Source: an optimization exercise on an open RTL-to-GDS flow (aim: small area, a short achievable clock period and few clock cycles). Production flows keep margins and buffers that such runs may drop. RTL that was checked went through simulation tests only; none was proved equivalent to the original. No functional check of the RTL was part of run 2. Power figures rest on the tool's default switching activity, not on a simulated workload.

==> design/flow/design.v <==
module deco8_decode (
    input  wire        clk,
    input  wire        rst,           
    input  wire        start,         
    input  wire        cartlen_ok,    
    output reg         cart_re,
    output reg  [14:0] cart_addr,
    input  wire [7:0]  cart_rdata,
    output reg         out_re,
    output reg  [17:0] out_raddr,
    input  wire [7:0]  out_rdata,
    output reg         out_we,
    output reg  [17:0] out_waddr,
    output reg  [7:0]  out_wdata,
    output reg         done,
    output reg  [15:0] status,
    output reg  [1:0]  version,
    output wire [31:0] magic,
    output wire [15:0] dlen,
    output wire [15:0] hdr6,
    output reg  [17:0] textlen,
    output reg         text_valid,
    output reg         empty
);
    localparam [31:0] MAGIC_V1 = 32'h3A633A00;
    localparam [31:0] MAGIC_V2 = 32'h00707861;
    localparam [14:0] CODE_BASE = 15'h4300;
    localparam [14:0] CLEN_BASE = 15'h4306;
    localparam [14:0] BODY_BASE = 15'h4308;
    localparam IDLE = 0, HDR = 1, CLASS = 2, V0 = 3, V1 = 4, CP = 5, V2H = 6,
               V2C = 7, V2A = 8, V2B = 9, DRAIN = 10, TAIL = 11, ERR = 12;
    localparam NS = 13;
    reg [NS-1:0] st;
    reg        start_r, ok_r;
    reg [1:0]  ver;
    reg        f1, f2;      
    reg [15:0] rc;          
    reg        rz, rle0, r1;    
    reg        g1;          
    reg        g2;          
    reg [2:0]  hidx;        
    reg [3:0]  cnt;         
    reg [18:0] olen_c;      
    reg        ecode;       
    reg        bb;          
    reg        mism;        
    reg [63:0] hdr_o;       
    reg        a_v;         
    reg [7:0]  fq0, fq1, fq2, fq3;
    reg [3:0]  fv;          
    reg [3:0]  ft;          
    reg        r_v;         
    reg [7:0]  r_lit;
    reg        r_tab;       
    reg        d_v, d_cp;
    reg [7:0]  d_lit;
    reg [1:0]  u_need;      
    reg [3:0]  u_ok;        
    reg        u_bad;
    wire       u_lead2 = (out_wdata[7:5] == 3'b110) && (out_wdata[4:1] != 4'd0);   
    wire       u_lead3 = (out_wdata[7:4] == 4'b1110);                              
    wire       u_lead4 = (out_wdata[7:3] == 5'b11110) && (out_wdata[2:0] <= 3'd4);  
    wire       u_lo0   = (out_wdata[3:0] == 4'd0);
    assign magic = hdr_o[63:32] & {32{text_valid}};
    assign dlen  = hdr_o[31:16] & {16{text_valid}};
    assign hdr6  = hdr_o[15:0]  & {16{text_valid}};
    wire v2 = (ver == 2'd2);
    wire [7:0] tab_r;
    assign tab_r[0] = (r_lit[5] & r_lit[4] & r_lit[2] & ~r_lit[1] & ~r_lit[0])
                     | (r_lit[5] & r_lit[4] & ~r_lit[3] & ~r_lit[2] & r_lit[1])
                     | (~r_lit[4] & r_lit[3] & ~r_lit[1] & ~r_lit[0])
                     | (r_lit[5] & r_lit[3] & r_lit[2])
                     | (~r_lit[5] & ~r_lit[4] & ~r_lit[3] & r_lit[2] & ~r_lit[0])
                     | (r_lit[5] & r_lit[1] & r_lit[0])
                     | (r_lit[3] & r_lit[2] & r_lit[0])
                     | (~r_lit[5] & ~r_lit[4] & r_lit[3] & ~r_lit[2] & ~r_lit[0])
                     | (r_lit[5] & ~r_lit[4] & r_lit[0])
                     | (~r_lit[5] & r_lit[4] & r_lit[0]);
    assign tab_r[1] = (r_lit[5] & ~r_lit[4] & ~r_lit[3] & ~r_lit[2] & r_lit[1])
                     | (r_lit[5] & r_lit[4] & r_lit[2])
                     | (~r_lit[5] & r_lit[3] & r_lit[2] & r_lit[1])
                     | (r_lit[5] & r_lit[3] & ~r_lit[1] & ~r_lit[0])
                     | (r_lit[2] & r_lit[1] & ~r_lit[0])
                     | (~r_lit[5] & ~r_lit[4] & ~r_lit[2] & ~r_lit[1] & r_lit[0])
                     | (~r_lit[5] & r_lit[4] & r_lit[1])
                     | (~r_lit[5] & ~r_lit[4] & ~r_lit[3] & ~r_lit[1] & r_lit[0])
                     | (~r_lit[5] & r_lit[3] & r_lit[1] & ~r_lit[0])
                     | (r_lit[4] & r_lit[1] & ~r_lit[0])
                     | (r_lit[5] & r_lit[4] & ~r_lit[3] & ~r_lit[1] & r_lit[0])
                     | (r_lit[4] & r_lit[3] & r_lit[1]);
    assign tab_r[2] = (r_lit[5] & r_lit[4] & r_lit[3])
                     | (r_lit[3] & ~r_lit[2] & ~r_lit[1] & r_lit[0])
                     | (r_lit[4] & ~r_lit[2] & r_lit[0])
                     | (~r_lit[5] & ~r_lit[4] & ~r_lit[3] & r_lit[2] & r_lit[1] & r_lit[0])
                     | (r_lit[5] & r_lit[3] & r_lit[2] & r_lit[0])
                     | (r_lit[5] & ~r_lit[4] & ~r_lit[3] & ~r_lit[2])
                     | (~r_lit[5] & r_lit[3] & ~r_lit[2] & ~r_lit[0])
                     | (r_lit[5] & r_lit[4] & ~r_lit[1] & ~r_lit[0])
                     | (~r_lit[5] & r_lit[4] & ~r_lit[2]);
    assign tab_r[3] = (~r_lit[5] & ~r_lit[4] & ~r_lit[3] & ~r_lit[2] & ~r_lit[1])
                     | (r_lit[5] & r_lit[4])
                     | (r_lit[3] & ~r_lit[2] & r_lit[1] & r_lit[0])
                     | (r_lit[5] & r_lit[2] & ~r_lit[0])
                     | (~r_lit[4] & r_lit[3] & r_lit[2] & ~r_lit[1] & ~r_lit[0])
                     | (r_lit[4] & r_lit[3] & ~r_lit[2])
                     | (r_lit[5] & r_lit[3] & r_lit[1])
                     | (r_lit[4] & ~r_lit[3] & r_lit[2])
                     | (r_lit[5] & r_lit[2] & ~r_lit[1]);
    assign tab_r[4] = (r_lit[5] & ~r_lit[4] & ~r_lit[3] & ~r_lit[1])
                     | (r_lit[5] & r_lit[4] & r_lit[1] & r_lit[0])
                     | (~r_lit[5] & ~r_lit[4] & ~r_lit[3] & r_lit[1] & r_lit[0])
                     | (~r_lit[5] & ~r_lit[4] & ~r_lit[3] & r_lit[2])
                     | (r_lit[4] & r_lit[3] & r_lit[2])
                     | (r_lit[5] & ~r_lit[3] & ~r_lit[2] & ~r_lit[1])
                     | (r_lit[5] & r_lit[3] & r_lit[2])
                     | (r_lit[3] & r_lit[2] & ~r_lit[1] & ~r_lit[0])
                     | (~r_lit[5] & ~r_lit[4] & r_lit[3] & ~r_lit[2])
                     | (r_lit[5] & ~r_lit[4] & ~r_lit[3] & ~r_lit[2])
                     | (r_lit[5] & r_lit[2] & r_lit[1] & ~r_lit[0])
                     | (r_lit[5] & r_lit[4] & r_lit[3] & r_lit[1]);
    assign tab_r[5] = (r_lit[5] & ~r_lit[4] & ~r_lit[2])
                     | (r_lit[4] & ~r_lit[0])
                     | (~r_lit[5] & r_lit[3])
                     | (r_lit[4] & ~r_lit[1])
                     | (r_lit[2] & ~r_lit[1])
                     | (~r_lit[3] & r_lit[1]);
    assign tab_r[6] = (r_lit[5] & ~r_lit[4] & ~r_lit[3] & ~r_lit[1])
                     | (r_lit[3] & r_lit[2] & r_lit[1])
                     | (r_lit[5] & ~r_lit[4] & r_lit[2] & ~r_lit[0])
                     | (~r_lit[5] & r_lit[4])
                     | (r_lit[5] & ~r_lit[4] & ~r_lit[3] & ~r_lit[2])
                     | (r_lit[3] & r_lit[2] & r_lit[0])
                     | (r_lit[4] & r_lit[3] & r_lit[1]);
    assign tab_r[7] = 1'b0;
    wire [7:0] q0 = fq0;
    wire [7:0] q1 = fq1;
    wire       z0 = (q0 == 8'd0);
    reg [7:0] mb1, mb2;
    always @(*) begin
        case (hidx[1:0])
            2'd0: begin mb1 = MAGIC_V1[31:24]; mb2 = MAGIC_V2[31:24]; end
            2'd1: begin mb1 = MAGIC_V1[23:16]; mb2 = MAGIC_V2[23:16]; end
            2'd2: begin mb1 = MAGIC_V1[15:8];  mb2 = MAGIC_V2[15:8];  end
            default: begin mb1 = MAGIC_V1[7:0]; mb2 = MAGIC_V2[7:0]; end
        endcase
    end
    wire [18:0] src_x    = olen_c - {7'd0, q0, q1[7:4]};
    wire        len_gt   = (q0 == 8'h3C && {1'b0, q1[3:0]} + 5'd2 > {1'b0, q1[7:4]}) ||
                           (q0 == 8'h3D && q1 == 8'h0F);
    wire        bref_bad = src_x[18] || len_gt;
    wire        stall2   = (q0 == 8'h3C) && (q1[7:4] == 4'd2) && r_v && d_v;
    wire act_v1  = st[V1] && !rle0;
    wire pop2    = act_v1 && fv[1] && !ft[0] && !(g1 && r1) && !stall2;
    wire pop1    = (act_v1 && fv[0] && ft[0]) ||
                   (st[V0] && !rz && fv[0]) ||
                   ((st[HDR] || st[V2H] || st[TAIL]) && fv[0]) ||
                   ((st[V2A] || st[V2B]) && !rz && fv[0]);
    wire [1:0] pop = {pop2, pop1};
    wire emit    = (act_v1 && fv[0] && ft[0]) || pop2 ||
                   (st[V0] && !rz && fv[0] && !z0) ||
                   (st[CP] && !bb);
    wire emit_cp = (pop2 && !z0) || (st[CP] && !bb) ||
                   (st[V2B] && !rz && fv[0]);
    wire v2a_wr  = st[V2A] && !rz && fv[0];
    wire drained = !r_v && !d_v && !out_we && !out_re && !d_cp;
    wire utf_bad = u_bad || (u_need != 2'd0);
    wire fin_short = st[IDLE] && start_r && !ok_r;
    wire clen_lo   = (rc[15:9] == 7'd0) && (!rc[8] || rc[7:3] == 5'd0);
    wire clen_hi   = (rc[15:14] != 2'd0) || (rc[13:8] > 6'h3D) ||
                     (rc[13:8] == 6'h3D && rc[7:0] != 8'd0);
    wire fin_clen  = st[V2C] && (clen_lo || clen_hi);
    wire fin_drain = st[DRAIN] && drained && (v2 ? (mism || g1) : utf_bad);
    wire fin_ok    = st[TAIL] && fv[0] && (hidx == 3'd7);
    wire fin       = fin_short || fin_clen || fin_drain || fin_ok || st[ERR];
    reg [15:0] fin_status;
    always @(*) begin
        if (st[IDLE])        fin_status = 16'h010B;                
        else if (st[V2C])    fin_status = 16'h0507;                
        else if (st[ERR])    fin_status = ecode ? 16'h040B : 16'h030B;
        else if (st[DRAIN])  fin_status = !v2 ? 16'h020B :         
                                          mism ? 16'h0607 : 16'h010F;
        else                 fin_status = 16'h0001;
    end
    wire trunc   = act_v1 ? 1'b0 : (st[V1] && g2);    
    wire trunc1  = act_v1 && fv[0] && !ft[0] && g1 && r1;
    wire v1_end  = st[V1] && rle0 && !g2;
    wire v0_end  = st[V0] && (rz || (fv[0] && z0));
    wire rs_start = st[IDLE] && start_r && ok_r;
    wire rs_v0    = st[CLASS] && !f1 && !f2;
    wire rs_v2h   = st[CLASS] && !f1 && f2;
    wire rs_body  = (st[V2C] && !fin_clen) || (st[V2A] && rz);
    wire rs_tail  = v0_end || v1_end || (st[V2B] && rz);
    wire restart  = rs_start || rs_v0 || rs_v2h || rs_body || rs_tail;
    wire [14:0] restart_addr = rs_v2h ? CLEN_BASE : rs_body ? BODY_BASE : CODE_BASE;
    reg [NS-1:0] nst;
    always @(*) begin
        nst = {NS{1'b0}};
        if (fin) begin
            nst[IDLE] = 1'b1;
        end else begin
            nst[IDLE]  = st[IDLE] && !start_r;
            nst[HDR]   = rs_start || (st[HDR] && !(fv[0] && hidx == 3'd7));
            nst[CLASS] = st[HDR] && fv[0] && hidx == 3'd7;
            nst[V1]    = (st[CLASS] && f1) || (st[V1] && !v1_end && !trunc && !trunc1 && !pop2) ||
                         (pop2 && z0) || (st[CP] && cnt == 4'd0 && !bb);
            nst[CP]    = (pop2 && !z0) || (st[CP] && cnt != 4'd0 && !bb);
            nst[V0]    = rs_v0 || (st[V0] && !v0_end);
            nst[V2H]   = rs_v2h || (st[V2H] && !(fv[0] && hidx[0]));
            nst[V2C]   = st[V2H] && fv[0] && hidx[0];
            nst[V2A]   = (st[V2C] && !fin_clen) || (st[V2A] && !rz);
            nst[V2B]   = (st[V2A] && rz) || (st[V2B] && !rz);
            nst[DRAIN] = rs_tail || (st[DRAIN] && !drained);
            nst[TAIL]  = (st[DRAIN] && drained) || st[TAIL];
            nst[ERR]   = trunc || trunc1 || (st[CP] && bb);
        end
    end
    wire [2:0] occ   = {2'b00, fv[0]} + {2'b00, fv[1]} + {2'b00, fv[2]} + {2'b00, fv[3]} +
                       {2'b00, a_v} + {2'b00, cart_re};
    wire       room  = pop2 ? (occ < 3'd6) : pop1 ? (occ < 3'd5) : (occ < 3'd4);
    wire       issue = !st[IDLE] && !fin && room;
    wire       in_tab = (cart_rdata != 8'd0) && (cart_rdata <= 8'h3B);
    wire [14:0] rc_hd = rc[15:1] - 15'd1;
    wire [15:0] rc_m1 = rc[0] ? {rc[15:1], 1'b0} : {rc_hd, 1'b1};
    wire [15:0] rc_m2 = {rc_hd, rc[0]};
    wire        c0 = (rc == 16'd0), c1 = (rc == 16'd1), c2 = (rc == 16'd2), c3 = (rc == 16'd3);
    always @(posedge clk) begin
        a_v <= cart_re && !restart;
        if (restart) begin
            cart_re   <= 1'b1;
            cart_addr <= restart_addr;
        end else begin
            cart_re   <= issue;
            cart_addr <= cart_addr + {14'd0, cart_re};
        end
        if (pop2) begin
            fq0 <= fv[2] ? fq2 : cart_rdata;  ft[0] <= fv[2] ? ft[2] : in_tab;
            fq1 <= fv[3] ? fq3 : cart_rdata;  ft[1] <= fv[3] ? ft[3] : in_tab;
            fq2 <= cart_rdata;                ft[2] <= in_tab;
            fq3 <= cart_rdata;                ft[3] <= in_tab;
        end else if (pop1) begin
            fq0 <= fv[1] ? fq1 : cart_rdata;  ft[0] <= fv[1] ? ft[1] : in_tab;
            fq1 <= fv[2] ? fq2 : cart_rdata;  ft[1] <= fv[2] ? ft[2] : in_tab;
            fq2 <= fv[3] ? fq3 : cart_rdata;  ft[2] <= fv[3] ? ft[3] : in_tab;
            fq3 <= cart_rdata;                ft[3] <= in_tab;
        end else begin
            fq0 <= fv[0] ? fq0 : cart_rdata;  ft[0] <= fv[0] ? ft[0] : in_tab;
            fq1 <= fv[1] ? fq1 : cart_rdata;  ft[1] <= fv[1] ? ft[1] : in_tab;
            fq2 <= fv[2] ? fq2 : cart_rdata;  ft[2] <= fv[2] ? ft[2] : in_tab;
            fq3 <= fv[3] ? fq3 : cart_rdata;  ft[3] <= fv[3] ? ft[3] : in_tab;
        end
        if (restart)
            fv <= 4'b0000;
        else if (pop2)
            fv <= {1'b0, fv[3] & a_v, fv[3] | (fv[2] & a_v), fv[2] | (fv[1] & a_v)};
        else if (pop1)
            fv <= {fv[3] & a_v, fv[3] | (fv[2] & a_v), fv[2] | (fv[1] & a_v), fv[1] | a_v};
        else
            fv <= {fv[3] | (fv[2] & a_v), fv[2] | (fv[1] & a_v), fv[1] | (fv[0] & a_v), fv[0] | a_v};
        if (restart || st[DRAIN])
            hidx <= 3'd0;
        else if (pop1 && (st[HDR] || st[V2H] || st[TAIL]))
            hidx <= hidx + 3'd1;
        if (st[HDR] && fv[0] && !hidx[2]) begin
            f1 <= (f1 || hidx == 3'd0) && (q0 == mb1);
            f2 <= (f2 || hidx == 3'd0) && (q0 == mb2);
        end
        if (st[CLASS]) begin
            ver <= f1 ? 2'd1 : f2 ? 2'd2 : 2'd0;
            g1  <= f1 ? (rc >= 16'd15608) : (rc != 16'd0);
            g2  <= (rc > 16'd15608);
        end
        if ((st[HDR] && hidx[2:1] == 2'b10 && fv[0]) || (st[V2H] && fv[0])) begin
            rc <= {rc[7:0], q0};
        end else if (st[CLASS]) begin
            rc   <= f1 ? ((rc >= 16'd15608) ? 16'd15608 : rc) : 16'd15616;
            rz   <= f1 && c0;
            rle0 <= f1 && c0;
            r1   <= f1 && c1;
        end else if (st[V2C] || (st[V2A] && rz)) begin
            rc   <= 16'd256;
            rz   <= 1'b0;
            rle0 <= 1'b0;
            r1   <= 1'b0;
        end else if (pop2) begin
            rc   <= rc_m2;
            rz   <= c2;
            rle0 <= rc[15] || c0 || c1 || c2;
            r1   <= c3;
        end else if (pop1 && !st[HDR]) begin
            rc   <= rc_m1;
            rz   <= c1;
            rle0 <= rc[15] || c0 || c1;
            r1   <= c2;
        end
        if (st[CLASS])
            olen_c <= 19'h3C0;
        else if (emit)
            olen_c <= olen_c + 19'd1;
        if (st[CP]) cnt <= cnt - 4'd1;
        else        cnt <= q1[3:0];
        if (trunc || trunc1) ecode <= 1'b0;
        else if (st[CP] && bb) ecode <= 1'b1;
        bb <= bref_bad && st[V1];
        out_re <= emit_cp;
        if (st[CP])
            out_raddr <= out_raddr + 18'd1;
        else if (v2)
            out_raddr <= {10'd0, q0};
        else
            out_raddr <= src_x[17:0];
        if (v2)                       r_lit <= rc[7:0];
        else if (st[V1] && !ft[0])    r_lit <= q1;
        else                          r_lit <= q0;
        r_tab <= st[V1] && ft[0];
        d_cp  <= out_re;
        d_lit <= r_tab ? tab_r : r_lit;
        if (rs_start)
            mism <= 1'b0;
        else if (v2 && d_cp && out_rdata != d_lit)
            mism <= 1'b1;
        if (d_cp)        out_wdata <= out_rdata;
        else if (v2a_wr) out_wdata <= rc[7:0];
        else             out_wdata <= d_lit;
        if (rs_start || (st[V2A] && rz))
            out_waddr <= 18'd0;
        else if (v2a_wr)
            out_waddr <= {10'd0, q0};
        else
            out_waddr <= out_waddr + {17'd0, out_we};
        if (st[TAIL] && fv[0]) hdr_o <= {hdr_o[55:0], q0};
        if (rs_start) begin
            u_need <= 2'd0;
            u_bad  <= 1'b0;
        end else if (out_we && !v2) begin
            if (u_need == 2'd0) begin
                u_need <= u_lead2 ? 2'd1 : u_lead3 ? 2'd2 : u_lead4 ? 2'd3 : 2'd0;
                if (out_wdata[7] && !u_lead2 && !u_lead3 && !u_lead4) u_bad <= 1'b1;
                u_ok <= (u_lead3 && u_lo0)                  ? 4'b1100 :
                        (u_lead3 && out_wdata[3:0] == 4'hD) ? 4'b0011 :
                        (u_lead4 && u_lo0)                  ? 4'b1110 :
                        (u_lead4 && out_wdata[2])           ? 4'b0001 : 4'b1111;
            end else begin
                u_ok <= 4'b1111;
                if (out_wdata[7:6] == 2'b10 && u_ok[out_wdata[5:4]])
                    u_need <= u_need - 2'd1;
                else
                    u_bad <= 1'b1;
            end
        end
        if (rst) begin
            st         <= {{(NS-1){1'b0}}, 1'b1};
            start_r    <= 1'b0;
            r_v        <= 1'b0;
            d_v        <= 1'b0;
            out_we     <= 1'b0;
            done       <= 1'b0;
            status     <= 16'h0000;
            version    <= 2'd3;
            textlen    <= 18'd0;
            text_valid <= 1'b0;
            empty      <= 1'b0;
        end else begin
            st      <= nst;
            start_r <= start;
            ok_r    <= cartlen_ok;
            r_v     <= emit && !fin;
            d_v     <= r_v;
            out_we  <= d_v || v2a_wr;
            done    <= fin;
            if (fin) begin
                status <= fin_status;
                if (fin_ok) begin
                    version    <= ver;
                    textlen    <= out_waddr;
                    text_valid <= 1'b1;
                    empty      <= (out_waddr == 18'd0);
                end
            end
        end
    end
endmodule
==> design/flow/standard.sh <==
#!/bin/bash
# synth_recipe.tcl (not shown) runs the flow's synth.tcl, then flattens the netlist and writes it again
# the make line also repeats each setting of config.mk as NAME=value (left out here)
make -C /OpenROAD-flow-scripts/flow DESIGN_CONFIG=/design/flow/config.mk WORK_HOME=/design/flow/orfs CLKGATE_MAP_FILE= SYNTH_SCRIPT=/design/flow/synth_recipe.tcl "${@:-finish}"
==> design/flow/constraint.sdc <==
create_clock -name core_clock -period 10.0 [get_ports {clk}]
set_input_delay 2.0000 -clock core_clock [delete_from_list [all_inputs] [get_ports {clk}]]
set_output_delay 2.0000 -clock core_clock [all_outputs]
set_load 0.01 [all_outputs]
==> design/flow/config.mk <==
export PLATFORM = sky130hd
export DESIGN_NAME = deco8_decode
export DESIGN_NICKNAME = deco8_decode
export VERILOG_FILES = /design/flow/design.v
export SDC_FILE = /design/flow/constraint.sdc
export NUM_CORES = 4
export LEC_CHECK = 0
export CAP_MARGIN = 20
export CORE_MARGIN = 2
export CORE_UTILIZATION = 55
export SLEW_MARGIN = 20
==> design/flow/flow/run.sh <==
#!/bin/bash
# The standard layout (standard.sh: the standard synthesis, floorplan,
# placement, CTS and routing) with these changes:
#  - the port buffers are buf_2 cells rather than the default pick, a slow
#    clock-delay cell; every port still gets its buffer;
#  - repair_timing aims at a setup margin of 6.6 ns, so it sizes the logic for a
#    shorter period than the 10 ns clock asks for.
# The clock period and the SDC constraints are the standard flow's, unchanged.
set -euo pipefail
bash standard.sh "BUFFER_PORTS_ARGS=-buffer_cell sky130_fd_sc_hd__buf_2" \
    SETUP_SLACK_MARGIN=6.6  "CTS_ARGS=-sink_clustering_enable -repair_clock_nets -dont_use_dummy_load -sink_clustering_size 30 -sink_clustering_max_diameter 80" finish > standard_flow.log 2>&1
==> flow_summary.json, run 1 <==
{
  "cp_max_fo": 17,
  "max_stage_delay_ps": 420,
  "final-setup-viol-count": 0,
  "critPathLaunchType": "flop",
  "ys_seq_elements": 292,
  "drive_gt1_share_pct": 14.5,
  "synth_cell_types": 83,
  "hold_buffers": 0,
  "die_w_microns": 167,
  "worst-endpoint-arrival_ps": 1380,
  "crit_path_cell_trace": "buf_12 > and2_1 > buf_2",
  "max-clock-path-buffers": 3,
  "syn_avg_cell_area_sq_um": 9.17,
  "total_power_uw": 2870,
  "slew_viol_final": 0,
  "die_area_sq_um": 27900,
  "drt-pass1-iter-count": 7,
  "drt-initial-drc-count": 839,
  "synthXorXnorAreaFrac_pct": 6.18,
  "yosys.area_share.simple_pct": 20.4,
  "synth_top_family_by_area": "simple AND/OR/NAND/NOR gates",
  "antenna_found_initial": 0,
  "viasPerCell": 5.85,
  "hold_path_depth": 0,
  "relSlewSlack_pct": 28.7,
  "critPathKind": "flop to primary output",
  "worstSkewPairLatency_ps": 520,
  "synth_top_area_cell": "dfxtp_1",
  "setup_tns_ps": 0,
  "core_sq_um": 26100,
  "gr-total-overflow": 0,
  "synth-compound-area-share_pct": 15.3,
  "final-instance-count-excl-fill": 2048,
  "synthCells": 1593,
  "ant_nets": 0,
  "synth_fa_ha_area_share_pct": 3.20,
  "dp_cells": 2029,
  "synthArstFlopShare_pct": 0,
  "grt_use_total_pct": 26.2,
  "num_vias": 12000,
  "drc": 0,
  "dpl.hpwl_mm": 26.8,
  "cts_root_buf": "clkbuf_16",
  "num-fill-cells": 2382,
  "drt_wl_total_mm": 37.7,
  "ios": 185,
  "irDropWorstVdd_v": 0.000161,
  "cts-buffers-inserted": 16,
  "status": "no timing/DRC/antenna violations",
  "critPathRequiredTime_ps": 8000,
  "synth.most_common_cell": "dfxtp_1",
  "power_leakage_uw": 0.00654,
  "rr_worst_depth": 6,
  "die_h_microns": 167,
  "synth.top_cells.by_count": "190 x dfxtp_1, 164 x nand2_1, 164 x nor2_1",
  "row_count": 59,
  "grt_max_degree": 65,
  "min_period_ps": 3380,
  "worstMarginPinSlew_ps": 1060,
  "fin_crit_sh_pct": 33.8,
  "crit_path_end_kind": "primary output",
  "synth-seq-area-share_pct": 47.0,
  "wl_per_cell_microns": 18.4,
  "syn2layout_area_growth_pct": 10.2,
  "muxShareOfSynthArea_pct": 3.86,
  "syn_area_sq_um": 14600,
  "rsz0062_at_grt": "yes",
  "ys_top_cells_by_area": "dfxtp_1 26%, edfxtp_1 21%, nand2_1 4.2%",
  "yosysWarnings": 1,
  "synth_top_area_share_pct": 26.0,
  "max_freq_mhz": 296,
  "clk_pin_slew_worst_paths_ps": 110,
  "synth-edff-count": 102,
  "initial_core_util_pct": 56.1,
  "cp_slowest_cell": "dfxtp_4",
  "grt_pass1_wl_mm": 59.6,
  "grt_pass1_vias": 10900,
  "portBuffers": 175,
  "worstHoldPathType": "flop to flop",
  "finalNetCount": 1769,
  "fin_skew_ps": 43.7,
  "final_hold_viol_count": 0,
  "drv_cap": 0,
  "synth_ff_type": "dfxtp_1",
  "cts.sinks": 292,
  "cts_tree": "done",
  "gp_congestion": 0.906,
  "p_per_area_nw_per_um2": 178,
  "htree_num_levels": 1
}
## logic make-up after synthesis
| family | after synthesis |
|---|---|
| DFF | 292 |
| other | 1 |
| muxes | 54 |
| buffers and inverters | 141 |
| AOI/OAI and AO/OA | 354 |
| adders and majority gates | 35 |
| xor gates and xnor gates | 103 |
| and+or+nand+nor | 613 |
## path summary, 6_finish.rpt
path                            from                endpoint  slack (ps)
max reg2reg         fq0[0]$_DFFE_PP_  olen_c[6]$_SDFFE_PP1P_        6800
min reg2reg      hdr_o[49]$_DFFE_PP_     hdr_o[57]$_DFFE_PP_         440
max          text_valid$_SDFFE_PP0P_                hdr6[14]        6620
min              hdr_o[49]$_DFFE_PP_     hdr_o[57]$_DFFE_PP_         440
## state kept, by name, indices dropped and copies added (netlist names), 12 cells and up, named ones only
signal and count:
textlen 18, hdr_o 64, cart_addr 15, olen_c 19
rc 16, out_raddr 18, out_waddr 18, st 12
## where the power goes
group          internal [uW]  leakage [uW]  switching [uW]  total, uW
sequential              1360       0.00250             219       1570
combinational            300       0.00385             332        633
clock                    288      0.000197             373        661
## metrics by stage
step / hold WS (ps) / instance area [sq um] / worst slack (ps) / util [%]
after floorplan: 393 / 14600 / 6610 / -
after global placement: 421 / 15600 / 6370 / 60.0
after detailed placement: 426 / 15600 / 6310 / 60.0
after CTS: 442 / 16100 / 6590 / 61.7
after global routing: 442 / 16100 / 6550 / 61.8
final: 445 / 16100 / 6620 / 61.8
## cells in the final DEF (no fill, tap or decap), drive strengths merged, types with 41 or more instances in the layout
cell type / count
nor2: 164
o21ai: 96
nand3: 47
nand2: 165
a21oi: 109
and2: 69
xor2: 41
edfxtp: 102
buf: 188
dfxtp: 190
inv: 46
xnor2: 62
## layer usage
| metal | track usage, % | vias up | wire, microns | share of wire (%) |
|---|---|---|---|---|
| met2 | 41.0 | 365 | 16800 | 45 |
| met4 | 6.75 | 0 | 809 | 2.1 |
| met1 | 38.4 | 5683 | 17800 | 47 |
| met3 | 3.35 | 52 | 2230 | 5.9 |
| met5 | 0 | - | 0 | 0 |
| li1 | - | 5872 | - | - |
## timing repair
action | CTS | global route
setup endpoints to repair | 65 | 61
buffers inserted | 0 | 0
gates cloned | 1 | 1
resized for setup | 6 | 0
## layout make-up
cell class,count,area [sq um],share of cell area [%]
repair buffers,189,1030,6.41
clock buffers,16,400,2.49
diodes,1,2.50,0.0155
multi-input cells,1168,7190,44.7
well taps,335,419,2.60
inverters,47,176,1.10
flip-flops and latches,292,6870,42.7
## critical path: cells and delay by family (launching register included)
family,cells,cell delay (ps)
simple gates,1,160
flops,1,420
buf+inv,2,280
Testbench counts, summed over its fixed seeds: cycles 382,588.
==> run 2, diff against run 1 <==
--- a/design/flow/design.v
+++ b/design/flow/design.v
@@ -32,7 +32,6 @@
     localparam NS = 13;
     reg [NS-1:0] st;
     reg        start_r, ok_r;
-    reg [1:0]  ver;
     reg        f1, f2;      
     reg [15:0] rc;          
     reg        rz, rle0, r1;    
@@ -40,7 +39,7 @@
     reg        g2;          
     reg [2:0]  hidx;        
     reg [3:0]  cnt;         
-    reg [18:0] olen_c;      
+    reg [17:0] olen_c;      
     reg        ecode;       
     reg        bb;          
     reg        mism;        
@@ -64,7 +63,7 @@
     assign magic = hdr_o[63:32] & {32{text_valid}};
     assign dlen  = hdr_o[31:16] & {16{text_valid}};
     assign hdr6  = hdr_o[15:0]  & {16{text_valid}};
-    wire v2 = (ver == 2'd2);
+    wire v2 = f2;           
     wire [7:0] tab_r;
     assign tab_r[0] = (r_lit[5] & r_lit[4] & r_lit[2] & ~r_lit[1] & ~r_lit[0])
                      | (r_lit[5] & r_lit[4] & ~r_lit[3] & ~r_lit[2] & r_lit[1])
@@ -144,7 +143,7 @@
             default: begin mb1 = MAGIC_V1[7:0]; mb2 = MAGIC_V2[7:0]; end
         endcase
     end
-    wire [18:0] src_x    = olen_c - {7'd0, q0, q1[7:4]};
+    wire [18:0] src_x    = {1'b0, olen_c} - {7'd0, q0, q1[7:4]};
     wire        len_gt   = (q0 == 8'h3C && {1'b0, q1[3:0]} + 5'd2 > {1'b0, q1[7:4]}) ||
                            (q0 == 8'h3D && q1 == 8'h0F);
     wire        bref_bad = src_x[18] || len_gt;
@@ -265,7 +264,6 @@
             f2 <= (f2 || hidx == 3'd0) && (q0 == mb2);
         end
         if (st[CLASS]) begin
-            ver <= f1 ? 2'd1 : f2 ? 2'd2 : 2'd0;
             g1  <= f1 ? (rc >= 16'd15608) : (rc != 16'd0);
             g2  <= (rc > 16'd15608);
         end
@@ -293,9 +291,9 @@
             r1   <= c2;
         end
         if (st[CLASS])
-            olen_c <= 19'h3C0;
+            olen_c <= 18'h3C0;
         else if (emit)
-            olen_c <= olen_c + 19'd1;
+            olen_c <= olen_c + 18'd1;
         if (st[CP]) cnt <= cnt - 4'd1;
         else        cnt <= q1[3:0];
         if (trunc || trunc1) ecode <= 1'b0;
@@ -370,7 +368,7 @@
             if (fin) begin
                 status <= fin_status;
                 if (fin_ok) begin
-                    version    <= ver;
+                    version    <= {f2, f1};
                     textlen    <= out_waddr;
                     text_valid <= 1'b1;
                     empty      <= (out_waddr == 18'd0);
==> design/flow/flow/run.sh (replaced) <==
#!/bin/bash
# The standard layout (standard.sh: the standard synthesis, floorplan,
# placement, CTS and routing) with these changes:
#  - the port buffers are buf_2 cells rather than the default pick, a slow
#    clock-delay cell; every port still gets its buffer;
#  - repair_timing aims at a setup margin of 6.5 ns, so it sizes the logic for a
#    shorter period than the 10 ns clock asks for.
# The clock period and the SDC constraints are the standard flow's, unchanged.
set -euo pipefail
bash standard.sh "BUFFER_PORTS_ARGS=-buffer_cell sky130_fd_sc_hd__buf_2" \
    SETUP_SLACK_MARGIN=6.5  "CTS_ARGS=-sink_clustering_enable -repair_clock_nets -dont_use_dummy_load -sink_clustering_size 30 -sink_clustering_max_diameter 80" finish > standard_flow.log 2>&1
--- a/design/flow/config.mk
+++ b/design/flow/config.mk
@@ -7,5 +7,6 @@
 export LEC_CHECK = 0
 export CAP_MARGIN = 20
 export CORE_MARGIN = 2
-export CORE_UTILIZATION = 55
+export CORE_UTILIZATION = 60
+export PLACE_DENSITY_LB_ADDON = 0.1
 export SLEW_MARGIN = 20
==> run 2 against run 1 <==
Wire length shrank 5.1%. Synthesized area grew 0.41%. Maximum frequency shrank 0.50%. Still clean. Largest power group unchanged. First-iteration DRC count grew 20%. Register-to-register slack gained 270 ps. Clock-buffer cell count shrank 1. Clock power shrank 4.7%. Utilization grew 4.5 points. Sequential power is essentially flat. Non-clock buffer count shrank 4.
==> flow_summary.json, run 2 <==
{
  "critPathKind": "flop to primary output",
  "row_count": 57,
  "fin_ws_ps": 6610,
  "drt_wl_total_mm": 35.8,
  "rsz0062_at_grt": "no",
  "yosysWarnings": 1,
  "finalNetCount": 1753,
  "drive_gt1_share_pct": 15.2,
  "setup_tns_ps": 0,
  "worstMarginPinSlew_ps": 1120,
  "grt_pass1_wl_mm": 57.1,
  "dpl_worst_slack_ps": 6170,
  "final-setup-viol-count": 0,
  "cts_root_buf": "clkbuf_16",
  "die_area_sq_um": 25700,
  "syn2layout_area_growth_pct": 9.28,
  "worstHoldPathType": "flop to flop",
  "syn_avg_cell_area_sq_um": 9.27,
  "synth.top_cells.by_count": "189 x dfxtp_1, 172 x nand2_1, 144 x nor2_1",
  "power_switching_uw": 996,
  "drc": 0,
  "synth_fa_ha_area_share_pct": 3.19,
  "ys_top_cells_by_area": "dfxtp_1 26%, edfxtp_1 20%, nand2_1 4.4%",
  "synth_top_family_by_area": "simple AND/OR/NAND/NOR gates",
  "die_h_microns": 160,
  "clk_pin_slew_worst_paths_ps": 110,
  "muxShareOfSynthArea_pct": 2.68,
  "critPathLaunchType": "flop",
  "cp_max_fo": 33,
  "hold_buffers": 0,
  "final_common_cell": "dfxtp_1",
  "synthArstFlopShare_pct": 0,
  "diodes": 0,
  "die_w_microns": 160,
  "dpl.hpwl_mm": 25.4,
  "synth_top_area_share_pct": 25.8,
  "seq_power_share_pct": 54.0,
  "regMostFlops": "hdr_o",
  "drv_cap": 0,
  "p_clk_share_pct": 21.2,
  "synth-compound-area-share_pct": 17.3,
  "total_power_uw": 2970,
  "max-clock-path-buffers": 3,
  "fin_skew_ps": 34.8,
  "core_sq_um": 24200,
  "internal_power_uw": 1980,
  "gr-total-overflow": 0,
  "syn_area_sq_um": 14700,
  "synth-seq-area-share_pct": 46.3,
  "portBuffers": 175,
  "cts.sinks": 289,
  "initial_core_util_pct": 60.7,
  "reg2reg_slack_ps": 7070,
  "synth.most_common_cell": "dfxtp_1",
  "cts-buffers-inserted": 15,
  "grt_max_degree": 67,
  "ios": 185,
  "yosys.area_share.simple_pct": 20.6,
  "worstSkewPairLatency_ps": 500,
  "final_hold_viol_count": 0,
  "critPathRequiredTime_ps": 8000,
  "synth_top_area_cell": "dfxtp_1",
  "mostFrequentLayoutCells": "188 x dfxtp_1, 175 x buf_2, 172 x nand2_1, 144 x nor2_1, 100 x edfxtp_1",
  "synth_cell_types": 90,
  "synthCells": 1583,
  "synth_ff_type": "dfxtp_1",
  "cts_tree": "done",
  "wl_per_cell_microns": 17.7,
  "viasPerCell": 5.99,
  "p_per_area_nw_per_um2": 185,
  "synth-edff-count": 100,
  "irDropWorstVdd_v": 0.000180,
  "power_leakage_uw": 0.00643,
  "max_freq_mhz": 295,
  "fin_crit_sh_pct": 33.9,
  "slew_viol_final": 0,
  "worst-endpoint-arrival_ps": 1390,
  "gp_congestion": 0.895,
  "cts_setup_buffers": 0,
  "grt_use_total_pct": 26.9,
  "crit_path_end_kind": "primary output",
  "relSlewSlack_pct": 24.9,
  "largest_register_ff_count": 64,
  "min_period_ps": 3390,
  "power_frac_comb_pct": 24.9,
  "htree_num_levels": 1,
  "status": "no timing/DRC/antenna violations",
  "grt_pass1_vias": 11000,
  "drt-initial-drc-count": 1009,
  "num_vias": 12100,
  "switching_share_pct": 33.5,
  "ys_seq_elements": 289,
  "antenna_found_initial": 0,
  "whs_ps": 375,
  "synthXorXnorAreaFrac_pct": 5.73,
  "ant_nets": 0,
  "drt-pass1-iter-count": 5
}
[run 2: changes by cell type after synthesis, sizes merged, moves of 7 or more]
cell / previous run / this run
a22oi: 3 / 23
nor4: 20 / 13
nand4: 28 / 21
o22ai: 21 / 9
mux2i: 35 / 19
a21oi: 109 / 96
a211oi: 20 / 31
buf: 18 / 25
nand2: 165 / 173
nor2: 164 / 144
[run 2: path summary, 6_finish.rpt]
path                            from              endpoint  cells after the start
min                   out_re$_DFF_P_          d_cp$_DFF_P_                      0
max          text_valid$_SDFFE_PP0P_               dlen[8]                      3
max reg2reg          rc[3]$_DFFE_PP_  cart_addr[2]$_DFF_P_                      6
min reg2reg           out_re$_DFF_P_          d_cp$_DFF_P_                      0
[run 2: cell families after synthesis]
family	count (synthesis)
compound gates	376
fa+ha+maj	35
mux	37
xor+xnor	96
flops	289
simple gates	607
other cells	1
buf+inv	142
[run 2: per-stage QoR]
stage / instance area, sq um / utilization [%] / instances
floorplan: 14700 / - / 1591
global placement: 15600 / 64.6 / 2004
detailed placement: 15600 / 64.6 / 2004
CTS: 16000 / 66.2 / 2019
global route: 16000 / 66.3 / 2020
finish: 16000 / 66.3 / 2020
[run 2: final cells by class]
class                      instances  area (sq um)
sequential                       289          6790
inverter                          47           176
timing repair buffer             185           981
fill                            1983          8150
clock buffer                      15           375
tap                              324           405
multi-input combinational       1160          7300
[run 2: routing by layer]
metal | GRT usage, % | share of wire [%]
met5 | 0 | 0
met1 | 38.8 | 45
met3 | 3.72 | 7.9
met4 | 6.76 | 2.1
met2 | 43.1 | 45
[run 2: power groups by stage]
stage               Combinational (uW)  Sequential [uW]  Clock [uW]
finish                             739             1600         630
global route                       829             1620         679
CTS                                736             1590         642
floorplan                          607             1510           0
global placement                   709             1620           0
detailed placement                 729             1620           0
[run 2: critical path, stage by stage, from the launching register on]
cell and delay [ps]:
dfxtp_2 410, clkbuf_16 210, and2_1 150, buf_2 130
[run 2: timing repair]
item / 4_1_cts / 5_1_grt
resized for setup: 2 / 2
gates cloned: 0 / 1
endpoints found under the setup margin: 64 / 64
==> run 3, diff against run 2 <==
--- a/design/flow/design.v
+++ b/design/flow/design.v
@@ -60,9 +60,10 @@
     wire       u_lead3 = (out_wdata[7:4] == 4'b1110);                              
     wire       u_lead4 = (out_wdata[7:3] == 5'b11110) && (out_wdata[2:0] <= 3'd4);  
     wire       u_lo0   = (out_wdata[3:0] == 4'd0);
-    assign magic = hdr_o[63:32] & {32{text_valid}};
-    assign dlen  = hdr_o[31:16] & {16{text_valid}};
-    assign hdr6  = hdr_o[15:0]  & {16{text_valid}};
+    reg        tv_m, tv_d;
+    assign magic = hdr_o[63:32] & {32{tv_m}};
+    assign dlen  = hdr_o[31:16] & {16{tv_d}};
+    assign hdr6  = hdr_o[15:0]  & {16{tv_d}};
     wire v2 = f2;           
     wire [7:0] tab_r;
     assign tab_r[0] = (r_lit[5] & r_lit[4] & r_lit[2] & ~r_lit[1] & ~r_lit[0])
@@ -325,6 +326,8 @@
             out_waddr <= {10'd0, q0};
         else
             out_waddr <= out_waddr + {17'd0, out_we};
+        tv_m <= !rst && (tv_m || fin_ok);
+        tv_d <= !rst && (fin_ok || tv_d);
         if (st[TAIL] && fv[0]) hdr_o <= {hdr_o[55:0], q0};
         if (rs_start) begin
             u_need <= 2'd0;
--- a/design/flow/config.mk
+++ b/design/flow/config.mk
@@ -7,6 +7,5 @@
 export LEC_CHECK = 0
 export CAP_MARGIN = 20
 export CORE_MARGIN = 2
-export CORE_UTILIZATION = 60
-export PLACE_DENSITY_LB_ADDON = 0.1
+export CORE_UTILIZATION = 55
 export SLEW_MARGIN = 20
==> run 3 against run 2 <==
Still clean. Combinational power is 2% lower. Sequential share of layout area grew 0.54 points. Synthesized cell count rose by 0.13%. Clock power about the same. Global-route usage decreased by 0.94 points. Synthesized area decreased by 0.70%. Register-to-register slack got worse by 370 ps. Clock skew grew 4.9 ps. Largest power group unchanged.
==> flow_summary.json, run 3 <==
{
  "largest_register_ff_count": 64,
  "crit_family": "flip-flops",
  "fin_crit_sh_pct": 33.5,
  "p_per_area_nw_per_um2": 183,
  "syn2layout_area_growth_pct": 9.41,
  "hold_buffers": 0,
  "synth.top_cells.by_count": "191 x dfxtp_1, 157 x nand2_1, 133 x nor2_1",
  "gr-total-overflow": 0,
  "crit_buf_inv": 1,
  "rsz0062_at_grt": "no",
  "crit_path_end_kind": "primary output",
  "row_count": 59,
  "worstMarginPinSlew_ps": 1080,
  "htree_num_levels": 1,
  "yosysWarnings": 1,
  "regMostFlops": "hdr_o",
  "status": "no timing/DRC/antenna violations",
  "max_freq_mhz": 299,
  "final_hold_viol_count": 0,
  "synth_cell_types": 77,
  "worstSkewPairLatency_ps": 510,
  "drc": 0,
  "drt-initial-drc-count": 1109,
  "irDropWorstVdd_v": 0.000183,
  "worst-endpoint-arrival_ps": 1350,
  "final-setup-viol-count": 0,
  "num_vias": 12000,
  "cts_root_buf": "clkbuf_16",
  "die_w_microns": 167,
  "antenna_found_initial": 0,
  "dpl.hpwl_mm": 26.3,
  "ys_seq_elements": 291,
  "cts-buffers-inserted": 15,
  "r2r_start": "fq0[6]$_DFFE_PP_",
  "synth_top_area_share_pct": 26.3,
  "diodes": 0,
  "min_from": "out_re$_DFF_P_",
  "synthArstFlopShare_pct": 0,
  "gp_congestion": 0.880,
  "grt_pass1_wl_mm": 59.3,
  "initial_core_util_pct": 55.9,
  "ios": 185,
  "total_power_uw": 2920,
  "syn_area_sq_um": 14600,
  "drt_wl_total_mm": 36.9,
  "multi_input_area_sq_um": 7160,
  "slew_viol_final": 0,
  "cp_slowest_cell": "dfxtp_4",
  "grt_use_total_pct": 26.0,
  "synth.most_common_cell": "dfxtp_1",
  "wl_per_cell_microns": 18.2,
  "clk_pin_slew_worst_paths_ps": 110,
  "worstHoldPathType": "flop to flop",
  "synth_ff_type": "dfxtp_1",
  "max_stage_delay_ps": 500,
  "core_sq_um": 26100,
  "cts.sinks": 291,
  "cts_tree": "done",
  "max-clock-path-buffers": 3,
  "crit_path_cell_trace": "and2_1 > buf_2",
  "setup_tns_ps": 0,
  "power_leakage_uw": 0.00647,
  "register_area_sq_um": 6830,
  "grt_max_degree": 65,
  "fin_skew_ps": 39.8,
  "min_period_ps": 3350,
  "die_h_microns": 167,
  "critPathRequiredTime_ps": 8000,
  "synth-edff-count": 100,
  "drt-pass1-iter-count": 6,
  "cp_max_fo": 33,
  "syn_avg_cell_area_sq_um": 9.19,
  "synthCells": 1585,
  "ys_top_cells_by_area": "dfxtp_1 26%, edfxtp_1 21%, nand2_1 4.0%",
  "die_area_sq_um": 27800,
  "grt_pass1_vias": 11000,
  "drv_cap": 0,
  "portBuffers": 175,
  "cts_setup_buffers": 0,
  "synth-seq-area-share_pct": 46.9,
  "final_common_cell": "dfxtp_1",
  "critPathKind": "flop to primary output",
  "relSlewSlack_pct": 28.2,
  "drive_gt1_share_pct": 14.9,
  "finalNetCount": 1753,
  "synth_top_area_cell": "dfxtp_1",
  "num-fill-cells": 2323,
  "ant_nets": 0,
  "setup.worst_path.start": "tv_d$_DFF_P_",
  "viasPerCell": 5.93,
  "critPathLaunchType": "flop",
  "mostFrequentLayoutCells": "189 x dfxtp_1, 175 x buf_2, 157 x nand2_1, 133 x nor2_1, 109 x a21oi_1",
  "post_cts_resized": 3
}
run 3: cell types whose count changed after synthesis, sizes merged, moves of 9 or more:
cell / change
a22oi: -19
nor2: -11
nor3: +15
nand2b: -11
o22ai: +9
nand2: -15
a21oi: +13
or3: +12
mux2i: +18
xnor2: -11
a211oi: -12
run 3: final cells by class:
type	instances	share of cell area, %
multi-input cells	1152	44.9
flip-flops and latches	291	42.9
repair buffers	185	5.97
well taps	335	2.63
clock buffers	15	2.36
inverters	53	1.25
run 3: worst paths after layout:
path | endpoint | slack [ps] | cells after the start
worst max register to register | fq0[4]$_DFFE_PP_ | 6700 | 4
worst min-delay path | d_cp$_DFF_P_ | 380 | 0
worst max-delay path | hdr6[7] | 6650 | 2
worst min register to register | d_cp$_DFF_P_ | 380 | 0
run 3: logic make-up after synthesis:
logic type / count (synthesis) / synth area share [%]
adders and majority gates: 35 / 3.21
other: 1 / 0.0257
buffers and inverters: 150 / 4.33
DFF: 291 / 46.9
xor gates and xnor gates: 81 / 4.87
AOI/OAI and AO/OA: 374 / 16.3
muxes: 54 / 3.86
and+or+nand+nor: 599 / 20.5
run 3: metrics by stage:
| step | cell area [sq um] | utilization, % | hold slack [ps] | std cells | setup slack (ps) |
|---|---|---|---|---|---|
| detailed placement | 15500 | 59.7 | 365 | 2016 | 6190 |
| global placement | 15500 | 59.7 | 368 | 2016 | 6280 |
| floorplan | 14600 | - | 393 | 1593 | 6550 |
| global route | 15900 | 61.2 | 394 | 2031 | 6540 |
| CTS | 15900 | 61.1 | 381 | 2031 | 6570 |
| finish | 15900 | 61.2 | 380 | 2031 | 6650 |
run 3: per-layer routing:
metal,global-route usage [%],routed length [microns]
met1,39.6,17600
met5,0,0
met4,6.93,876
met3,2.73,2310
met2,39.4,16100
run 3: where the power goes:
group	internal, uW	leakage [uW]	switching, uW
clock	271	0.000185	362
combinational	332	0.00379	390
sequential	1360	0.00249	207
Testbench counts of run 3, summed over its fixed seeds: cycles 382,588.
==> run 4, diff against run 3 <==
==> design/flow/flow/run.sh (replaced) <==
#!/bin/bash
# The standard layout (standard.sh: the standard synthesis, floorplan,
# placement, CTS and routing) with these changes:
#  - the port buffers are buf_2 cells rather than the default pick, a slow
#    clock-delay cell; every port still gets its buffer;
#  - repair_timing aims at a setup margin of 6.9 ns, so it sizes the logic for a
#    shorter period than the 10 ns clock asks for.
# The clock period and the SDC constraints are the standard flow's, unchanged.
set -euo pipefail
bash standard.sh "BUFFER_PORTS_ARGS=-buffer_cell sky130_fd_sc_hd__buf_2" \
    SETUP_SLACK_MARGIN=6.9  "CTS_ARGS=-sink_clustering_enable -repair_clock_nets -dont_use_dummy_load -sink_clustering_size 30 -sink_clustering_max_diameter 80" finish > standard_flow.log 2>&1
==> run 4 against run 3 <==
Global-route usage decreased by 0.062 points. Clock-buffer cell count unchanged. Worst setup slack improved by 43 ps. Synthesized cell count unchanged. Cell count increased by 0.74%. Flip-flop and latch count unchanged. Critical path type unchanged. First-iteration DRC count decreased by 15%. Clock skew about the same.
==> flow_summary.json, run 4 <==
{
  "status": "no timing/DRC/antenna violations",
  "mostFrequentLayoutCells": "157 x nand2_1, 156 x buf_2, 151 x dfxtp_1, 133 x nor2_1, 107 x a21oi_1",
  "critPathKind": "flop to primary output",
  "diodes": 0,
  "ys_seq_elements": 291,
  "wl_met3_mm": 2.29,
  "total_power_uw": 2920,
  "rsz0062_at_grt": "yes",
  "synth_top_area_cell": "dfxtp_1",
  "ys_top_cells_by_area": "dfxtp_1 26%, edfxtp_1 21%, nand2_1 4.0%",
  "power_leakage_uw": 0.00663,
  "syn2layout_area_growth_pct": 12.7,
  "worstMarginPinSlew_ps": 1060,
  "synthCells": 1585,
  "worst-endpoint-arrival_ps": 1310,
  "htree_num_levels": 1,
  "critPathRequiredTime_ps": 8000,
  "row_count": 59,
  "synth_ff_type": "dfxtp_1",
  "grt_pass1_wl_mm": 59.2,
  "synth_top_area_share_pct": 26.3,
  "drt-initial-drc-count": 940,
  "fin_crit_sh_pct": 33.1,
  "syn_avg_cell_area_sq_um": 9.19,
  "clk_pin_slew_worst_paths_ps": 110,
  "cts_root_buf": "clkbuf_16",
  "cts_tree": "done",
  "drt_wl_total_mm": 37.6,
  "final_common_cell": "nand2_1",
  "final-setup-viol-count": 0,
  "final_hold_viol_count": 0,
  "irDropWorstVdd_v": 0.000147,
  "fin_skew_ps": 39.7,
  "slew_viol_final": 0,
  "yosysWarnings": 1,
  "die_w_microns": 167,
  "synth.most_common_cell": "dfxtp_1",
  "synth.top_cells.by_count": "191 x dfxtp_1, 157 x nand2_1, 133 x nor2_1",
  "viasPerCell": 5.95,
  "drt-pass1-iter-count": 6,
  "wl_per_cell_microns": 18.4,
  "antenna_found_initial": 1,
  "cts-buffers-inserted": 15,
  "initial_core_util_pct": 55.9,
  "routed.top_layer": "met5",
  "grt_max_degree": 65,
  "relSlewSlack_pct": 29.0,
  "cp_max_fo": 17,
  "regMostFlops": "hdr_o",
  "finalNetCount": 1768,
  "grt_use_total_pct": 25.9,
  "gp_congestion": 0.891,
  "max_freq_mhz": 303,
  "ant_nets": 0,
  "max-clock-path-buffers": 3,
  "largest_register_ff_count": 64,
  "dpl.hpwl_mm": 26.4,
  "cts.sinks": 291,
  "wl_met2_mm": 16.7,
  "drc": 0,
  "synth_cell_types": 77,
  "die_h_microns": 167,
  "portBuffers": 175,
  "setup_tns_ps": 0,
  "synthArstFlopShare_pct": 0,
  "worstHoldPathType": "flop to flop",
  "reg2reg_slack_ps": 6930,
  "wl_met1_mm": 17.9,
  "core_sq_um": 26100,
  "drv_cap": 0,
  "worstSkewPairLatency_ps": 510,
  "min_period_ps": 3310,
  "syn_area_sq_um": 14600,
  "grt_pass1_vias": 11000,
  "num_vias": 12200,
  "p_per_area_nw_per_um2": 178,
  "ios": 185,
  "synth-seq-area-share_pct": 46.9,
  "critPathLaunchType": "flop",
  "gr-total-overflow": 0,
  "drive_gt1_share_pct": 19.8,
  "crit_path_end_kind": "primary output",
  "synth-edff-count": 100,
  "die_area_sq_um": 27800
}
## run 4: cell types whose count changed in the layout (fill, tap and decap cells not counted), moves of 3 or more
cell     previous run  this run
buf_4              10        20
and2_4              0        26
dfxtp_1           189       151
dfxtp_4             2        16
and2_1             69        43
dfxtp_2             0        24
buf_8               0         3
buf_2             175       156
o21ai_0           101        98
buf_6               0        17
## run 4: repair_timing
item	in CTS	in global routing
setup endpoints to repair	127	105
hold buffers	0	0
pin swaps	1	5
buffers inserted	6	7
cloned	0	2
resized for setup	45	76
## run 4: cells by family (layout without fill, tap and decap cells)
family | count (synthesis) | in the layout | share of synthesized area [%]
DFF | 291 | 291 | 46.9
buffers and inverters | 150 | 267 | 4.33
adders and majority gates | 35 | 35 | 3.21
other | 1 | 9 | 0.0257
muxes | 54 | 54 | 3.86
and+or+nand+nor | 599 | 600 | 20.5
AOI/OAI and AO/OA | 374 | 374 | 16.3
xor gates and xnor gates | 81 | 81 | 4.87
## run 4: per-stage QoR
step	utilization, %	hold WS [ps]	setup WS, ps	area [sq um]	std cells
floorplan	-	393	6640	14600	1593
global placement	59.7	370	6410	15600	2016
detailed placement	59.7	383	6400	15600	2016
CTS	61.8	368	6680	16100	2037
global route	63.0	366	6640	16400	2046
finish	63.0	368	6690	16400	2046
## run 4: path summary, 6_finish.rpt
check | from | to | cells past startpoint
max | tv_d$_DFF_P_ | hdr6[14] | 3
min | out_re$_DFF_P_ | d_cp$_DFF_P_ | 0
max reg2reg | fq0[6]$_DFFE_PP_ | fq3[4]$_DFF_P_ | 5
min reg2reg | out_re$_DFF_P_ | d_cp$_DFF_P_ | 0
## run 4: layout make-up
class	count	area, sq um
Fill cell	2316	9640
Multi-Input combinational cell	1153	7280
Sequential cell	291	6920
Timing Repair Buffer	199	1230
Tap cell	335	419
Clock buffer	15	375
Inverter	53	199
## run 4: report_power, final
group	total [uW]	internal, uW	leakage (uW)	switching, uW
combinational	723	334	0.00394	390
sequential	1570	1360	0.00250	208
clock	629	271	0.000185	359
## run 4: routing by layer
layer	global-route usage, %	vias up
met5	0	-
met4	5.58	2
met3	2.88	50
met2	40.6	404
met1	38.8	5825
li1	-	5897
## run 4: worst max-delay path: stages (launching register included)
cell and delay [ps]:
dfxtp_4 380, buf_12 140, and2_1 150, buf_2 140
==> run 5, diff against run 4 <==
==> design/flow/flow/run.sh (replaced) <==
#!/bin/bash
# The standard layout (standard.sh: the standard synthesis, floorplan,
# placement, CTS and routing) with these changes:
#  - the port buffers are buf_2 cells rather than the default pick, a slow
#    clock-delay cell; every port still gets its buffer;
#  - repair_timing aims at a setup margin of 6.7 ns, so it sizes the logic for a
#    shorter period than the 10 ns clock asks for.
# The clock period and the SDC constraints are the standard flow's, unchanged.
set -euo pipefail
bash standard.sh "BUFFER_PORTS_ARGS=-buffer_cell sky130_fd_sc_hd__buf_2" \
    SETUP_SLACK_MARGIN=6.7  "CTS_ARGS=-sink_clustering_enable -repair_clock_nets -dont_use_dummy_load -sink_clustering_size 30 -sink_clustering_max_diameter 80" finish > standard_flow.log 2>&1
==> run 5 against run 4 <==
Still clean on timing, DRC and antenna. Critical path depth is the same. Maximum frequency shrank 0.28%. Worst hold slack gained 9.4 ps. Clock power grew 0.8%. Wire length shrank 1.3%. First-iteration DRC count grew 8.2%. Synthesized area is the same. Utilization shrank 0.69 points. Sequential power is essentially flat.
==> flow_summary.json, run 5 <==
{
  "clk_pin_slew_worst_paths_ps": 110,
  "synth_top_area_share_pct": 26.3,
  "power_leakage_uw": 0.00657,
  "drv_cap": 0,
  "worstHoldPathType": "flop to flop",
  "synthArstFlopShare_pct": 0,
  "num_vias": 12100,
  "diodes": 0,
  "crit_path_end_kind": "primary output",
  "fin_skew_ps": 38.7,
  "grt_pass1_wl_mm": 58.5,
  "grt_pass1_vias": 10900,
  "drt-pass1-iter-count": 5,
  "worst-endpoint-arrival_ps": 1310,
  "largest_register_ff_count": 64,
  "wl_per_cell_microns": 18.2,
  "syn_avg_cell_area_sq_um": 9.19,
  "ios": 185,
  "viasPerCell": 5.95,
  "synth.most_common_cell": "dfxtp_1",
  "slew_viol_final": 0,
  "cts_tree": "done",
  "max_freq_mhz": 302,
  "min_period_ps": 3310,
  "syn_area_sq_um": 14600,
  "synth_cell_types": 77,
  "drc": 0,
  "grt_max_degree": 65,
  "synth-edff-count": 100,
  "max_stage_delay_ps": 380,
  "final_common_cell": "dfxtp_1",
  "die_w_microns": 167,
  "core_sq_um": 26100,
  "syn2layout_area_growth_pct": 11.5,
  "crit_path_cell_trace": "buf_12 > and2_1 > buf_2",
  "htree_num_levels": 1,
  "regMostFlops": "hdr_o",
  "grt_use_total_pct": 25.5,
  "whs_ps": 378,
  "synth.top_cells.by_count": "191 x dfxtp_1, 157 x nand2_1, 133 x nor2_1",
  "ant_nets": 0,
  "final-setup-viol-count": 0,
  "ys_seq_elements": 291,
  "worstMarginPinSlew_ps": 1100,
  "synth-seq-area-share_pct": 46.9,
  "cts_root_buf": "clkbuf_16",
  "synth_ff_type": "dfxtp_1",
  "setup_tns_ps": 0,
  "critPathKind": "flop to primary output",
  "die_h_microns": 167,
  "row_count": 59,
  "synth_top_area_cell": "dfxtp_1",
  "p_per_area_nw_per_um2": 180,
  "cts-buffers-inserted": 15,
  "fin_crit_sh_pct": 33.1,
  "worstSkewPairLatency_ps": 510,
  "drive_gt1_share_pct": 16.8,
  "initial_core_util_pct": 55.9,
  "critPathRequiredTime_ps": 8000,
  "ys_top_cells_by_area": "dfxtp_1 26%, edfxtp_1 21%, nand2_1 4.0%",
  "irDropWorstVdd_v": 0.000147,
  "relSlewSlack_pct": 26.9,
  "synthCells": 1585,
  "cts.sinks": 291,
  "gr-total-overflow": 0,
  "mostFrequentLayoutCells": "189 x dfxtp_1, 160 x buf_2, 157 x nand2_1, 133 x nor2_1, 109 x a21oi_1",
  "status": "no timing/DRC/antenna violations",
  "critPathLaunchType": "flop",
  "cp_slowest_cell": "dfxtp_4",
  "portBuffers": 175,
  "drt_wl_total_mm": 37.1,
  "final_hold_viol_count": 0,
  "cp_max_fo": 17,
  "dpl.hpwl_mm": 26.2,
  "max-clock-path-buffers": 3,
  "die_area_sq_um": 27800,
  "yosysWarnings": 1,
  "antenna_found_initial": 0,
  "gp_congestion": 0.865,
  "drt-initial-drc-count": 1017,
  "hold_buffers": 0,
  "finalNetCount": 1761,
  "rsz0062_at_grt": "yes"
}
-- run 5: stage by stage --
stage	utilization, %	setup slack (ps)	instances	cell area, sq um	power (uW)
3_3_place_gp	59.8	6430	2017	15600	2290
6_report	62.3	6690	2039	16200	2920
4_1_cts	61.5	6650	2034	16000	2940
2_1_floorplan	-	6640	1593	14600	2070
3_5_place_dp	59.8	6400	2017	15600	2310
5_1_grt	62.3	6610	2039	16200	3090
-- run 5: layout make-up --
| type | instances | area, sq um |
|---|---|---|
| Inverter | 53 | 199 |
| Timing Repair Buffer | 193 | 1160 |
| Tap cell | 335 | 419 |
| Clock buffer | 15 | 375 |
| Multi-Input combinational cell | 1152 | 7250 |
| Sequential cell | 291 | 6830 |
| Fill cell | 2300 | 9820 |
-- run 5: timing repair --
item                                    4_1_cts  5_1_grt
buffers inserted                              2        4
pin swaps                                     0        1
resized for setup                            14       37
endpoints found under the setup margin       69       69
gates cloned                                  0        1
-- run 5: logic make-up after synthesis --
logic type	Yosys count	share of synthesized area [%]
AOI/OAI and AO/OA	374	16.3
xor gates and xnor gates	81	4.87
adders and majority gates	35	3.21
buffers and inverters	150	4.33
DFF	291	46.9
muxes	54	3.86
other	1	0.0257
and+or+nand+nor	599	20.5
-- run 5: path summary, 6_finish.rpt --
| kind | startpoint | endpoint | slack [ps] | cells after the start |
|---|---|---|---|---|
| setup / recovery | tv_d$_DFF_P_ | hdr6[8] | 6690 | 3 |
| hold / removal | out_re$_DFF_P_ | d_cp$_DFF_P_ | 380 | 0 |
| setup reg to reg | fq0[3]$_DFFE_PP_ | olen_c[9]$_SDFFE_PP1P_ | 6910 | 6 |
| hold reg to reg | out_re$_DFF_P_ | d_cp$_DFF_P_ | 380 | 0 |
-- run 5: worst max-delay path, delay by kind of cell (launching register included) --
family | cells | cell delay, ps
buf+inv | 2 | 280
flops | 1 | 380
simple gates | 1 | 150
-- run 5: layer usage --
| metal | part of all wire (%) | global-route usage, % | vias to the layer above |
|---|---|---|---|
| li1 | - | - | 5888 |
| met1 | 47 | 38.0 | 5798 |
| met2 | 45 | 40.0 | 398 |
| met3 | 6.2 | 3.28 | 50 |
| met4 | 1.7 | 5.47 | 0 |
| met5 | 0 | 0 | - |
-- run 5: report_power, final --
group          internal (uW)  switching [uW]  total [uW]
clock                    271             363         634
sequential              1360             209        1570
combinational            332             387         719

## separate check: timing with driven ports
No port has a modelled driver above. Below, the same layouts with a new extraction and two added sets of constraints. Step 1 assumes that a clkbuf_16 drives the clock port and a buf_2 every other input. Step 2 times the ports against the registers' clock, not the clock port: input delays grow and output delays shrink by t, the midpoint of the rising clock arrivals with the driver on. a / b / c = ideal / step 1 / step 2; a / b = the first two.
run	shift t [ns]	slack for setup (ns)	latest minus earliest clock arrival (ns)
run 1	0.548	6.622 / 6.573 / 6.300	0.044 / 0.044
run 2	0.534	6.605 / 6.555 / 6.187	0.036 / 0.035
run 3	0.540	6.652 / 6.599 / 6.185	0.040 / 0.041
run 4	0.541	6.695 / 6.641 / 6.366	0.043 / 0.043
run 5	0.538	6.685 / 6.636 / 6.410	0.039 / 0.039
After both steps setup and hold are still met in every run listed. The setup slack of run 3, which loses most, moves by -0.053 ns with the drivers and by -0.467 ns with both steps.
